From an optimization exercise on the open Yosys and OpenROAD flow, aimed at a short achievable clock period and few clock cycles per item; shortcuts taken in it are not production practice. In this exercise RTL edits were held to simulation tests only and were not proved equivalent to the original. Power is estimated from default activity; no workload was simulated.

[flow/flow/run.sh]
#!/bin/bash
# Own layout flow: the standard ORFS flow, with
#  - the port buffers made with buf_4 cells (instead of the default delay-buffer cell),
#  - the timing repair steps asked to leave a larger setup margin, so the resizer
#    keeps working on paths that already meet the 20 ns clock,
#  - before detailed placement, each flip-flop that drives an output port's buffer
#    moved next to that buffer (flow/pull_out_flops.tcl).
# The SDC, clock period, I/O delays and loads are the standard flow's, unchanged.
set -euo pipefail
here=$(pwd)
bash standard.sh \
  "BUFFER_PORTS_ARGS=-buffer_cell sky130_fd_sc_hd__buf_4" \
  "SETUP_SLACK_MARGIN=${SETUP_MARGIN_NS:-15}" \
  "PRE_DETAIL_PLACE_TCL=$here/flow/pull_out_flops.tcl" \
  finish > "$here/standard_flow.log" 2>&1
[flow/flow/pull_out_flops.tcl]
# Before detailed placement: put each flip-flop that drives an output port's
# buffer right next to that buffer, so the register-to-port wire is short.
# Detailed placement then legalises the moved cells as usual.
set block [ord::get_db_block]
set moved 0
foreach bterm [$block getBTerms] {
  if {[$bterm getIoType] ne "OUTPUT"} { continue }
  set net [$bterm getNet]
  if {$net eq "NULL"} { continue }
  set buf ""
  foreach it [$net getITerms] { if {[$it isOutputSignal]} { set buf [$it getInst] } }
  if {$buf eq ""} { continue }
  set n2 ""
  foreach it [$buf getITerms] { if {[$it isInputSignal]} { set n2 [$it getNet] } }
  if {$n2 eq "" || $n2 eq "NULL"} { continue }
  set ff ""
  foreach it [$n2 getITerms] { if {[$it isOutputSignal]} { set ff [$it getInst] } }
  if {$ff eq ""} { continue }
  if {![string match "*df*" [[$ff getMaster] getName]]} { continue }
  # only flip-flops that drive nothing but this buffer
  if {[llength [$n2 getITerms]] != 2} { continue }
  set loc [$buf getLocation]
  $ff setLocation [lindex $loc 0] [lindex $loc 1]
  incr moved
}
puts "pull_out_flops: moved $moved flip-flops next to their output buffers"
[flow/standard.sh]
#!/bin/bash
# synth_recipe.tcl (not shown) runs the flow's synth.tcl, then flattens the netlist and writes it again
# the make line also repeats each setting of config.mk as NAME=value (left out here)
make -C /OpenROAD-flow-scripts/flow DESIGN_CONFIG=/design/flow/config.mk WORK_HOME=/design/flow/orfs CLKGATE_MAP_FILE= SYNTH_SCRIPT=/design/flow/synth_recipe.tcl "${@:-finish}"
[flow/config.mk]
export PLATFORM = sky130hd
export DESIGN_NAME = sce_line_filter
export DESIGN_NICKNAME = sce_line_filter
export VERILOG_FILES = /design/flow/design.v
export SDC_FILE = /design/flow/constraint.sdc
export NUM_CORES = 4
export LEC_CHECK = 0
export ABC_CLOCK_PERIOD_IN_PS = 4000
export CAP_MARGIN = 20
export CORE_MARGIN = 2
export CORE_UTILIZATION = 60
export SLEW_MARGIN = 20
[flow/constraint.sdc]
create_clock -name core_clock -period 20.0 [get_ports {clk}]
set_input_delay 4.0000 -clock core_clock [delete_from_list [all_inputs] [get_ports {clk}]]
set_output_delay 4.0000 -clock core_clock [all_outputs]
set_load 0.01 [all_outputs]
[flow/design.v]
module sce_line_filter (
    input  wire        clk,
    input  wire        rst,         
    input  wire        start,
    input  wire [15:0] len,         
    input  wire [31:0] radius,      
    input  wire        fp_mode,     
    output wire        idle,
    input  wire        in_valid,
    input  wire [31:0] in_data,
    output wire        in_ready,
    output reg         out_valid,
    output reg  [31:0] out_data,
    input  wire        out_ready
);
    localparam integer NTAPS = 17;
    localparam integer HALF  = 8;
    localparam integer FAW   = 5;
    localparam integer CAP   = (1 << FAW) - 1;
    reg        idle_r;       
    reg        in_ready_r;   
    reg        idle_i;       
    reg        rdy_i;        
    reg [15:0] rem_d;        
    reg [5:0]  occ;          
    reg        tk;           
    reg        otk;          
    reg        lc;           
    reg        st;           
    reg        rst_q;
    reg [15:0] len_q;
    assign idle     = idle_r;
    assign in_ready = in_ready_r;
    wire start_take = start & idle_i & ~rst;
    wire in_take    = in_valid & rdy_i & ~rst;
    wire credit = ({1'b0, occ} + {6'd0, tk}) <= CAP - 2;
    wire last1 = st ? (len_q == 16'd1) : tk ? (rem_d == 16'd2) : (rem_d == 16'd1);
    wire len_nz = |len;
    always @(posedge clk) begin
        if (rst) begin
            idle_r     <= 1'b1;
            in_ready_r <= 1'b0;
        end else if (start_take) begin
            idle_r     <= ~len_nz;
            in_ready_r <= len_nz & credit;
        end else if (in_take) begin
            idle_r     <= last1;
            in_ready_r <= ~last1 & credit;
        end else begin
            in_ready_r <= ~idle_i & credit;
        end
        idle_i <= rst | (idle_i & ~(start & len_nz)) | (in_take & last1);
        rdy_i  <= ~rst & credit & ((start_take & len_nz) | (in_take & ~last1) | (~in_take & ~idle_i));
    end
    always @(posedge clk) begin
        if (st)
            rem_d <= len_q;
        else if (tk)
            rem_d <= rem_d - 16'd1;
    end
    reg [31:0] d_in;
    reg [31:0] rad_q;
    reg        fp_q;
    always @(posedge clk) begin
        d_in  <= in_data;
        len_q <= len;
        rad_q <= radius;
        fp_q  <= fp_mode;
        tk    <= in_take;
        st    <= start_take;
        lc    <= idle_i;
        rst_q <= rst;
    end
    always @(posedge clk) begin
        if (rst | rst_q)
            occ <= 6'd0;
        else
            occ <= occ + {5'd0, tk} - {5'd0, otk};
    end
    reg [15:0] len_r;
    reg [31:0] rad_r;
    reg        fp_r;
    reg        thr_ok;       
    reg [15:0] lo_t;         
    reg [15:0] hi_t;
    reg [15:0] pcq;          
    wire [16:0] hi_w = {1'b0, len_r} - {1'b0, rad_r[15:0]};
    always @(posedge clk) begin
        if (st) begin
            len_r <= len_q;
            rad_r <= rad_q;
            fp_r  <= fp_q;
        end
        thr_ok <= ~fp_r & ~(|rad_r[31:16]) & ~hi_w[16];
        lo_t   <= rad_r[15:0];
        hi_t   <= hi_w[15:0];
        if (st)
            pcq <= 16'd0;
        else if (tk)
            pcq <= pcq + 16'd1;
    end
    wire fast_in = thr_ok & (pcq > lo_t) & (pcq < hi_t);
    reg [31:0] wd [0:NTAPS-1];
    reg [NTAPS-1:0] wv;
    reg [NTAPS-1:0] wf;
    wire adv = tk | lc;
    integer i;
    always @(posedge clk) begin
        if (adv) begin
            for (i = 0; i < NTAPS - 1; i = i + 1)
                wd[i] <= wd[i+1];
            wd[NTAPS-1] <= d_in;
            wf <= {fast_in, wf[NTAPS-1:1]};
        end
        if (rst_q)
            wv <= {NTAPS{1'b0}};
        else if (adv)
            wv <= {tk, wv[NTAPS-1:1]};
    end
    wire [31:0]      sd [0:NTAPS-1];
    wire [NTAPS-1:0] sv = {tk, wv[NTAPS-1:1]};
    genvar k, c;
    generate
        for (k = 0; k < NTAPS; k = k + 1) begin : g_sh
            if (k == NTAPS - 1)
                assign sd[k] = d_in;
            else
                assign sd[k] = wd[k+1];
        end
    endgenerate
    wire [NTAPS-1:0] tap_ok;
    generate
        for (k = 0; k < NTAPS; k = k + 1) begin : g_mask
            if (k < HALF)
                assign tap_ok[k] = &sv[HALF-1:k];
            else if (k == HALF)
                assign tap_ok[k] = 1'b1;
            else
                assign tap_ok[k] = &sv[k:HALF+1];
        end
    endgenerate
    reg        v1, f1;
    reg [31:0] x1;
    reg        v2, f2;
    reg [31:0] x2;
    reg        v3, f3;
    reg [31:0] x3;
    reg        v4, f4;
    reg [31:0] x4;
    wire [31:0] q4;
    generate
        for (c = 0; c < 4; c = c + 1) begin : g_ch
            wire [7:0] tap [0:NTAPS-1];
            for (k = 0; k < NTAPS; k = k + 1) begin : g_tap
                assign tap[k] = tap_ok[k] ? sd[k][31-8*c -: 8] : 8'd0;
            end
            reg [8:0]  p1 [0:HALF-1];
            reg [7:0]  m1;
            reg [17:0] ga2, gb2, gc2, gd2;
            reg [17:0] acc3;
            reg [32:0] ha4, hb4;
            integer j;
            always @(posedge clk) begin
                for (j = 0; j < HALF; j = j + 1)
                    p1[j] <= {1'b0, tap[j]} + {1'b0, tap[NTAPS-1-j]};
                m1 <= tap[HALF];
                ga2 <= ({9'd0, p1[0]} << 3) + {9'd0, p1[0]}
                     + ({9'd0, p1[1]} << 4)
                     + ({9'd0, p1[2]} << 4) + ({9'd0, p1[2]} << 3);
                gb2 <= ({9'd0, p1[3]} << 5) + ({9'd0, p1[3]} << 1) + {9'd0, p1[3]}
                     + ({9'd0, p1[4]} << 5) + ({9'd0, p1[4]} << 4) - {9'd0, p1[4]};
                gc2 <= ({9'd0, p1[5]} << 6) - ({9'd0, p1[5]} << 2) - {9'd0, p1[5]}
                     + ({9'd0, p1[6]} << 6) + ({9'd0, p1[6]} << 3) - ({9'd0, p1[6]} << 1);
                gd2 <= ({9'd0, p1[7]} << 6) + ({9'd0, p1[7]} << 4) - ({9'd0, p1[7]} << 1) - {9'd0, p1[7]}
                     + ({10'd0, m1} << 6) + ({10'd0, m1} << 4);
                acc3 <= ga2 + gb2 + gc2 + gd2;
                ha4 <= ({15'd0, acc3} << 15) - ({15'd0, acc3} << 13) - ({15'd0, acc3} << 11);
                hb4 <= ({15'd0, acc3} << 8) + ({15'd0, acc3} << 4) + ({15'd0, acc3} << 2) + {15'd0, acc3};
            end
            wire [32:0] prod = ha4 - hb4;
            assign q4[31-8*c -: 8] = prod[31:24];
        end
    endgenerate
    always @(posedge clk) begin
        v1 <= adv & sv[HALF] & ~rst_q;
        f1 <= wf[HALF+1];
        x1 <= sd[HALF];
        v2 <= v1 & ~rst_q;  f2 <= f1;  x2 <= x1;
        v3 <= v2 & ~rst_q;  f3 <= f2;  x3 <= x2;
        v4 <= v3 & ~rst_q;  f4 <= f3;  x4 <= x3;
    end
    wire        v5 = v4;
    wire [31:0] r5 = f4 ? x4 : q4;
    reg [31:0]    fmem [0:CAP];
    reg [FAW-1:0] wptr, rptr;
    wire        f_ne  = (rptr != wptr);
    wire        avail = (f_ne | v5) & ~rst_q;
    wire [31:0] cand  = f_ne ? fmem[rptr] : r5;
    reg         ov_i;        
    wire        load  = avail & (~ov_i | out_ready);
    always @(posedge clk) begin
        otk  <= ov_i & out_ready & ~rst;
        ov_i <= ~rst & (load | (ov_i & ~out_ready));
    end
    always @(posedge clk) begin
        if (v5 & ~rst_q)
            fmem[wptr] <= r5;
    end
    always @(posedge clk) begin
        if (rst) begin
            out_valid <= 1'b0;
            wptr      <= {FAW{1'b0}};
            rptr      <= {FAW{1'b0}};
        end else begin
            if (v5 & ~rst_q)
                wptr <= wptr + 1'b1;
            if (load) begin
                out_valid <= 1'b1;
                rptr      <= rptr + 1'b1;
            end else if (out_ready) begin
                out_valid <= 1'b0;
            end
        end
    end
    reg [31:0] od_i;
    always @(posedge clk) begin
        if (load)
            od_i <= cand;
        if (rst_q)
            out_data <= 32'd0;
        else
            out_data <= load ? cand : od_i;
    end
endmodule
==> run notes <==
==> worst paths after layout <==
check | start | to | slack (ns) | depth (start not counted)
max | out_data[11] | out_data[11] | 14.59 | 1
min | x3[13] | x4[13] | 0.25 | 0
max reg2reg | g_ch[2].p1[7][2] | g_ch[2].gd2[17] | 15.27 | 20
min reg2reg | x3[13] | x4[13] | 0.25 | 0
==> per-layer routing <==
layer	track usage, %	up-vias	part of all wire (%)
li1	-	38777	-
met1	40.1	41884	46
met2	41.9	2289	45
met3	3.65	505	6.4
met4	6.34	2	2.3
met5	0	-	0.0062
==> Yosys cell counts (34+ instances only) <==
cell	instances	area [µm²]
a211oi_1	38	285
a21o_1	220	1650
a21oi_1	535	2680
a31oi_1	42	263
and2_1	267	1670
and3_1	264	1650
clkbuf_1	140	526
dfxtp_1	1206	24100
edfxtp_1	1609	48300
fa_1	686	13700
ha_1	1245	15600
inv_1	1328	4980
mux4_2	320	7210
nand2_1	317	1190
nand2b_1	76	475
nand3_1	116	581
nand4_1	47	294
nor2_1	410	1540
nor2b_1	69	432
nor3_1	136	681
nor4_1	34	213
o21a_1	86	646
o21ai_0	269	1350
o21bai_1	150	1130
xnor2_1	523	4580
xor2_1	232	2030
==> cell type report <==
type                            instances  area share (%)
Clock inverter                        153           0.955
Antenna cell                            2         0.00318
Multi-Input combinational cell       6485            40.5
Clock buffer                          406            5.55
Timing Repair Buffer                  220            1.18
Sequential cell                      2815            46.1
Inverter                             1329            3.18
Tap cell                             3150            2.51
==> what timing repair did <==
item                                    CTS  global route
gates resized for setup                  69            19
buffers inserted                          4             1
endpoints found under the setup margin   53            62
pin swaps                                 1             2
==> report_power, final <==
group / switching (µW) / internal, µW / leakage [µW] / total, µW
registers: 462 / 7270 / 0.0250 / 7730
clock network: 2310 / 3380 / 0.00503 / 5690
logic: 4120 / 3100 / 0.0364 / 7220
==> metrics by stage <==
step | hold slack [ns] | util [%] | instance area, µm² | power [µW] | instances
floorplan | 0.310 | - | 142000 | 13100 | 10832
global placement | 0.310 | 62.4 | 147000 | 14800 | 13993
detailed placement | 0.312 | 62.5 | 147000 | 15000 | 13994
CTS | 0.245 | 66.9 | 157000 | 20700 | 14557
global route | 0.263 | 66.9 | 157000 | 21900 | 14559
finish | 0.246 | 66.9 | 157000 | 20600 | 14560
==> cells in the final DEF (no fill, tap or decap), drive strengths merged, types with 25 or more instances in the layout <==
| cell type | Yosys | layout |
|---|---|---|
| o21a | 86 | 86 |
| nor2 | 410 | 410 |
| xor2 | 232 | 232 |
| buf | 60 | 217 |
| o21bai | 150 | 150 |
| nor2b | 69 | 69 |
| o21ai | 281 | 281 |
| nand3 | 116 | 116 |
| mux2i | 33 | 33 |
| ha | 1245 | 1245 |
| clkbuf | 142 | 409 |
| fa | 686 | 686 |
| clkinv | 0 | 95 |
| a21o | 222 | 222 |
| nor3 | 136 | 136 |
| nand2b | 76 | 76 |
| xnor2 | 523 | 523 |
| a21oi | 535 | 535 |
| o211ai | 25 | 25 |
| mux4 | 320 | 320 |
| inv | 1329 | 1349 |
| dfxtp | 1206 | 1206 |
| and2 | 267 | 267 |
| nor4 | 35 | 35 |
| or3 | 33 | 33 |
| a211oi | 38 | 38 |
| nand4 | 47 | 47 |
| nand2 | 319 | 319 |
| and3 | 264 | 264 |
| a31oi | 43 | 43 |
| edfxtp | 1609 | 1609 |
==> registers in the layout, indices dropped and copies added, names as in the netlist, 64 cells and up, named ones only <==
signal / count
fmem: 1024
g_ch.acc3: 72
g_ch.ga2: 64
g_ch.gb2: 72
g_ch.gc2: 72
g_ch.gd2: 72
g_ch.ha4: 80
g_ch.hb4: 108
g_ch.p1: 288
wd: 512
==> cells by family (layout without fill, tap and decap cells) <==
group                    count (synthesis)  in the layout  share of synthesized area (%)
AO/OA/AOI/OAI                         1601           1601                           7.26
XOR/XNOR                               755            755                           4.67
adder cells (fa/ha/maj)               1931           1931                           20.7
buffers and inverters                 1532           2108                           4.19
flip-flops                            2815           2815                           51.1
multiplexers                           356            356                           5.34
other                                    0              2                              0
AND/OR/NAND/NOR                       1842           1842                           6.71
==> impl_metrics.ini <==
[outcome]
status = finished clean

[drt]
drt_iter0_drc = 6349
totalWireLength_mm = 323
detail_route.vias_per_cell = 5.73
drcViolationCount = 0
ant_nets = 0
wire_per_inst_um = 22.2
drt_first_pass_iters = 8
vias = 83457

[floorplan]
num_io_pins = 121
initial_utilization_pct = 60.3
die-area_mm2 = 0.240
rows = 178
core_area_mm2 = 0.235
dieHeight_um = 490
die_w_um = 490

[clock_tree]
clock-root-buffer = clkbuf_16
cts.clk_slew.worst_paths_ns = 0.06
cts_max_level = 5
numCtsBuffers = 313
cts_tree = done
clkLatencyLatePin_ns = 0.98
holdBufCountCts = 0
cts.path.max_buffers = 4
cts.sinks = 2815

[finish]
register_area_mm2 = 0.0725
final_nets = 13181
multi_input_area_mm2 = 0.0637
fillers = 16998
area_growth_pct = 11.0
drive_gt1_share_pct = 10.5

[sta]
tns_ns = 0
timing.fmax_mhz = 185
min_period_ns = 5.41
hold_violations = 0
tightest_slew_ns = 1.10
maxSlewHeadroom_pct = 26.8
setup_viol = 0
timing.final.ws_setup_ns = 14.59
rsz0062_at_grt = true
report.final.slew_viol_count = 0
fin_crit_sh_pct = 27.0
fin_worst_skew_ns = 0.125

[grt]
antenna_found_initial = 17
grt_pass1_wl_mm = 494
grt_pass1_vias = 84582
grt_max_degree = 181
grt_usage_pct = 26.8
overflow = 0

[placement]
post-place-ws_ns = 13.73
port_buffers = 120
dp_hpwl_mm = 225
gp_congestion = 0.888

[critical_path]
critical_path_class = flop to primary output
worst-path-buf-inv = 1
arrival_ns = 1.41
start_kind = flop
worst-path-max-fanout = 1
critPathMaxStageDelay_ns = 0.32
crit_chain = buf_6
cp_top_family = flip-flops
slowest_stage = dfxtp_2
cp-end-kind = primary output
worstPathRequired_ns = 16.00

[power]
ir_drop_v = 0.000120
powerDensity_mw_per_mm2 = 131
p_leak_uw = 0.0664

[synthesis]
syn-num-nets = 12849
synth-seq-area-share_pct = 51.1
synth-main-ff-cell = edfxtp_1
avgSynthCellArea_um2 = 13.1
synth_area_mm2 = 0.142
ys_types = 93
yosys_warnings = 6
synth_seq_cells = 2815
synth_edf_count = 1609
synthCells = 10832
synthArstFlopShare_pct = 0

[min_path]
hold_path_class = flop to flop

[job]
drv_cap = 0
Testbench counts, summed over its fixed seeds: cycles 10,494, items 10,254.

[re-timing with driven ports]
In the flow no input, the clock included, has a driving cell. The finished layout below was timed again as built, in two steps. Step 1 assumes that a clkbuf_16 drives the clock port and a buf_2 every other input. Step 2 moves the port delays by t, midway between the first and last clock arrival at a register: inputs arrive t later, outputs are due t later. That takes back most of the time a late clock gives input paths. a / b / c = ideal / step 1 / step 2; a / b = the first two.
shift t [ns]: 1.019
slack for setup (ns): 14.591 / 14.490 / 14.072
hold WS [ns]: 0.246 / 0.246 / 0.246
slew at the worst register clock pin (ns): 0.07 / 0.07
worst data-port slew with drivers (ns): 0.11
After both steps setup and hold are still met in this run. For this run, drivers alone change the setup slack by -0.101 ns; drivers and shift together by -0.519 ns.
